This design comes from an exercise in tuning for small area on the open sky130 flow, not from production work.
Where RTL was checked, it was by simulation tests only, not by an equivalence proof against the original.
The clock port is modelled as an ideal driver; clocking choices that lean on that would not hold on a real chip.
Power is estimated from default activity; no workload was simulated.

Design yarisc_core, start of the top module:
module yarisc_core (
    input  wire        clk,
    input  wire        rst,           
    output wire        mem_req,
    output wire        mem_we,
    output wire [15:0] mem_addr,
    output wire [15:0] mem_wdata,
    input  wire        mem_ready,
    input  wire [15:0] mem_rdata,
    output wire        halted,
    output wire        panicked,
    output wire [1:0]  panic_code,
    input  wire [3:0]  dbg_sel,
    output wire [15:0] dbg_data
);
For scale: roughly 530 cells after synthesis, ~170 flip-flops, roughly 7300 um^2 of cells after synthesis.
==> module yarisc_core, before the edit <==
module yarisc_core (
    input  wire        clk,
    input  wire        rst,           
    output wire        mem_req,
    output wire        mem_we,
    output wire [15:0] mem_addr,
    output wire [15:0] mem_wdata,
    input  wire        mem_ready,
    input  wire [15:0] mem_rdata,
    output wire        halted,
    output wire        panicked,
    output wire [1:0]  panic_code,
    input  wire [3:0]  dbg_sel,
    output wire [15:0] dbg_data
);
    localparam [3:0] S_LDIP   = 4'd0,
                     S_FETCH  = 4'd4,
                     S_INC    = 4'd5,
                     S_FETCH2 = 4'd1,
                     S_INC2   = 4'd3,
                     S_EX1    = 4'd7,
                     S_EX2    = 4'd6,
                     S_MEM    = 4'd2,
                     S_HALT   = 4'd8,
                     S_PANIC  = 4'd12,
                     S_CLR    = 4'd10;
    reg [3:0]  state;
    reg [15:0] x [0:7];               
    reg        flag_c, flag_z;
    reg [15:6] ir;                    
    reg [3:0]  op;                    
    reg [15:0] t;                     
    reg [1:0]  pcode;                 
    wire [5:0] wop = mem_rdata[5:0];
    wire w_legal = (wop == 6'h01) | (wop == 6'h02) | (wop == 6'h04) | (wop == 6'h10) |
                   (wop == 6'h11) | (wop == 6'h2A) | (wop == 6'h2C) | (wop == 6'h3E) |
                   (wop == 6'h3F);
    wire two_op   = !op[3] & !op[2];
    wire three_op = !op[3] &  op[2];
    wire is_mov   = two_op & op[0];
    wire is_ldr   = two_op & op[1];
    wire is_str   = two_op & !op[1] & !op[0];
    wire is_adc   = three_op & op[0];
    wire is_jmp   = op[3] & !op[2] & op[1];
    wire is_jcc   = op[3] & !op[2] & !op[1];
    wire is_hlt   = op[3] & op[2] & op[0];
    wire sel      = ir[15];
    wire loc      = ir[14];
    wire two_word = sel & (op[3] ? !op[2] : loc);
    wire short    = sel & !loc;
    wire [2:0] f_rd = ir[8:6];
    wire [2:0] f_ra = ir[11:9];
    wire [2:0] f_rb = ir[14:12];
    wire bad_bits =
        (two_op   & (sel ? (loc ? |ir[13:9] : ir[13]) : |ir[14:12])) |
        (three_op & sel & loc & ir[12]) |
        (is_jmp   & sel & |ir[14:6]) |
        (is_jcc   & (sel ? |ir[13:8] : ir[8])) |
        (op[3] & op[2] & |ir[15:6]);
    wire [1:0] jm    = {flag_z, flag_c} & ir[7:6];
    wire jcc_taken   = ir[14] ? (jm == 2'b00) : (jm != 2'b00);
        wire st_ldip  = (state == S_LDIP);
    wire st_fetch = (state == S_FETCH);
    wire st_inc   = (state == S_INC);
    wire st_fetch2= (state == S_FETCH2);
    wire st_inc2  = (state == S_INC2);
    wire st_ex1   = (state == S_EX1);
    wire st_ex2   = (state == S_EX2);
    wire st_mem   = (state == S_MEM);
    wire stopped  = (state == S_HALT) | (state == S_PANIC);
    wire st_clr   = (state == S_CLR);
    reg [2:0] rsel;
    always @(*) begin
        if (st_ldip | st_inc | st_inc2)  rsel = 3'd7;
        else if (st_ex1)                      rsel = three_op ? f_rb : f_ra;
        else if (st_ex2)                      rsel = (three_op & short) ? f_rd : f_ra;
        else                                  rsel = f_rd;
    end
    wire a_en = st_ldip | (st_mem & is_str) | st_inc | st_inc2 | (st_ex1 & !sel & !op[3]) | (st_ex2 & three_op);
    wire [7:0] rhot = stopped ? ({8{!dbg_sel[3]}} & (8'd1 << dbg_sel[2:0])) : ({8{a_en}} & (8'd1 << rsel));
    wire       fhot = stopped & dbg_sel[3];
    wire [15:0] r;
    yarisc_rport u_rport (
        .x0(x[0]), .x1(x[1]), .x2(x[2]), .x3(x[3]),
        .x4(x[4]), .x5(x[5]), .x6(x[6]), .x7(x[7]),
        .hot(rhot), .fl({flag_z, flag_c}), .fhot(fhot), .r(r));
    reg [15:0] kon;
    always @(*) begin
        kon = 16'h0000;
        if (st_inc | st_inc2)
            kon = 16'h0002;
        else if (st_ex1 & op[3])
            kon = is_jmp ? {{6{ir[14]}}, ir[14:6], 1'b0} : {{10{ir[13]}}, ir[13:9], 1'b0};
        else if (st_ex1 & sel)
            kon = {{12{ir[12]}}, ir[12:9]};
    end
    wire [15:0] opa = r;
    wire ld_data = st_fetch2 | st_mem;
    wire [15:0] opb = (t & {16{st_ex2}}) | (mem_rdata & {16{ld_data}}) | kon;
    wire [16:0] sum;
    yarisc_add u_add (.a(opa), .b(opb), .ci(st_ex2 & is_adc & flag_c), .s(sum));
    wire [15:0] wbus = sum[15:0];
    wire ip_wr = st_inc | st_inc2 | (st_ex2 & (is_jmp | (is_jcc & jcc_taken)));
    wire rd_wr = (st_ex2 & (is_mov | three_op)) | (st_mem & mem_ready & is_ldr);
    wire [2:0] waddr = ip_wr ? 3'd7 : f_rd;
    wire t_wr = st_ldip | st_inc | (st_fetch2 & mem_ready) | (st_ex1 & !two_word);
    assign mem_req   = st_fetch | st_fetch2 | st_mem;
    assign mem_we    = st_mem & is_str;
    assign mem_addr  = t;
    assign mem_wdata = r;
    assign halted     = (state == S_HALT);
    assign panicked   = (state == S_PANIC);
    assign panic_code = pcode & {2{panicked}};
    assign dbg_data   = r;
    wire [3:0] s_end = (pcode == 2'd3) ? S_PANIC : is_hlt ? S_HALT : S_LDIP;
    wire [15:0] wdat = wbus;
    wire [7:0]  wen  = ({8{ip_wr | rd_wr}} & (8'd1 << waddr)) | {8{st_clr}};
    integer i;
    always @(posedge clk)
        for (i = 0; i < 8; i = i + 1)
            if (wen[i]) x[i] <= wdat;
    always @(posedge clk) begin
        if (t_wr) t <= wbus;
        if (st_fetch & mem_ready) begin
            ir <= mem_rdata[15:6];
            op <= {mem_rdata[5], mem_rdata[4], mem_rdata[1], mem_rdata[0]};
        end
    end
    always @(posedge clk) begin
        if (rst) begin
            state  <= S_CLR;
            flag_c <= 1'b0;
            flag_z <= 1'b0;
            pcode  <= 2'd0;
        end else begin
            if (st_ex2 & (is_mov | three_op))
                flag_z <= (sum[15:0] == 16'h0000);
            if (st_ex2 & three_op)
                flag_c <= sum[16];
            case (state)
                S_LDIP: begin
                    if (r[0]) begin
                        pcode <= 2'd2;
                        state <= S_PANIC;
                    end else
                        state <= S_FETCH;
                end
                S_FETCH: begin
                    if (mem_ready) begin
                        pcode <= {1'b0, !w_legal};
                        state <= S_INC;
                    end
                end
                S_INC: begin
                    if (!pcode[0]) pcode <= {2{bad_bits}};
                    if (pcode == 2'd1)  state <= S_PANIC;
                    else if (two_word)  state <= S_FETCH2;
                    else                state <= S_EX1;
                end
                S_FETCH2: if (mem_ready) state <= S_INC2;
                S_INC2:   state <= S_EX1;
                S_EX1:    state <= S_EX2;
                S_EX2: begin
                    if (two_op & !is_mov) begin
                        if (t[0]) begin
                            pcode <= 2'd2;
                            state <= S_PANIC;
                        end else
                            state <= S_MEM;
                    end else
                        state <= s_end;
                end
                S_MEM: if (mem_ready) state <= s_end;
                S_CLR: state <= S_LDIP;
                default: ;
            endcase
        end
    end
endmodule
export LEC_CHECK = 0
export CAP_MARGIN = 20
export CORE_MARGIN = 2
export CORE_UTILIZATION = 65
export PLACE_DENSITY = 0.85
export SLEW_MARGIN = 20
export SYNTH_HIERARCHICAL = 1
export SYNTH_MINIMUM_KEEP_SIZE = 0
create_clock -name core_clock -period 8.0 [get_ports {clk}]
standard.sh (not shown) runs the stock make flow with config.mk's settings and CLKGATE_MAP_FILE= SYNTH_SCRIPT=/design/flow/synth_recipe.tcl, a recipe that flattens the netlist after the stock synthesis.
==> flow/flow/run.sh <==
#!/bin/bash
# The standard layout (standard.sh) with these changes:
#  - synthesis maps the logic with an area-oriented ABC script (flow/area.abc);
#    flip-flops, their names and cell types are those of the standard synthesis;
#  - port buffers use the smallest buffer (buf_1) instead of the resizer's default pick;
#  - clock tree synthesis without dummy loads, with clkbuf_4 buffers; after it,
#    flow/post_cts.tcl gives clkbuf_16 to the root and clkbuf_8 to buffers whose
#    flip-flops would see a slow clock edge.
set -euo pipefail
here=$(pwd)
export FLOW_ABC_SCRIPT="$here/flow/area.abc"
export BUFFER_PORTS_ARGS="-buffer_cell sky130_fd_sc_hd__buf_1"
export CTS_ARGS="-sink_clustering_enable -repair_clock_nets -dont_use_dummy_load -buf_list sky130_fd_sc_hd__clkbuf_4"
export POST_CTS_TCL="$here/flow/post_cts.tcl"
sed "s#$here/synth_recipe.tcl#$here/flow/synth.tcl#" standard.sh > flow_standard.sh
grep -q "flow/synth.tcl" flow_standard.sh
bash flow_standard.sh > run_standard.log 2>&1
Other scripts of this flow, unchanged in this note and not shown: flow/flow/area.abc, flow/flow/post_cts.tcl, flow/flow/synth.tcl
Edit:
--- a/flow/design.v
+++ b/flow/design.v
@@ -15,14 +15,14 @@
 );
     localparam [3:0] S_LDIP   = 4'd0,
-                     S_FETCH  = 4'd4,
-                     S_INC    = 4'd5,
-                     S_FETCH2 = 4'd1,
-                     S_INC2   = 4'd3,
+                     S_FETCH  = 4'd1,
+                     S_INC    = 4'd3,
+                     S_FETCH2 = 4'd2,
+                     S_INC2   = 4'd6,
                      S_EX1    = 4'd7,
-                     S_EX2    = 4'd6,
-                     S_MEM    = 4'd2,
-                     S_HALT   = 4'd8,
-                     S_PANIC  = 4'd12,
-                     S_CLR    = 4'd10;
+                     S_EX2    = 4'd5,
+                     S_MEM    = 4'd4,
+                     S_HALT   = 4'd12,
+                     S_PANIC  = 4'd13,
+                     S_CLR    = 4'd8;
     reg [3:0]  state;
     reg [15:0] x [0:7];               
What happened:
- register-to-register slack gains 0.05 ns
- final area stays flat
- non-clock buffer count is lower by 6
- sequential cell count is unchanged
- clock power went up by about 3%
- global-route usage goes down by 2.3 points
- worst setup slack improved by 0.055 ns
- critical path depth came out lower by 3
- sequential share of layout area barely changes
- synthesized area is higher by 0.77%
The RTL of the first run of this note was laid out without a check of its function.

-- static timing again, ports no longer ideal --
Ports are ideal in the flow. The routed layouts listed here were re-timed in OpenROAD. Step 1 sets driving cells, clkbuf_16 on the clock port and buf_2 on the other inputs (assumed; they add their load-dependent delay and slew). Step 2 also shifts input and output timing later by t, the mid clock arrival at the registers, as if the neighbouring blocks saw the same clock. a / b / c = no drivers / after step 1 / after step 2; a / b = the first two.
| run | shift t [ns] | setup slack, ns | hold WS [ns] | worst register clock-pin slew, ns | cell pins on the clock port's net |
|---|---|---|---|---|---|
| the first run | 0.410 | 0.524 / 0.524 / 0.507 | 0.574 / 0.574 / 0.574 | 0.12 / 0.12 | 1 |
| the second run | 0.391 | 0.578 / 0.578 / 0.578 | 0.576 / 0.576 / 0.576 | 0.11 / 0.11 | 1 |
After both steps every run listed still meets setup and hold. The setup slack of the first run, which loses most, moves by 0.000 ns with the drivers and by -0.017 ns with both steps.
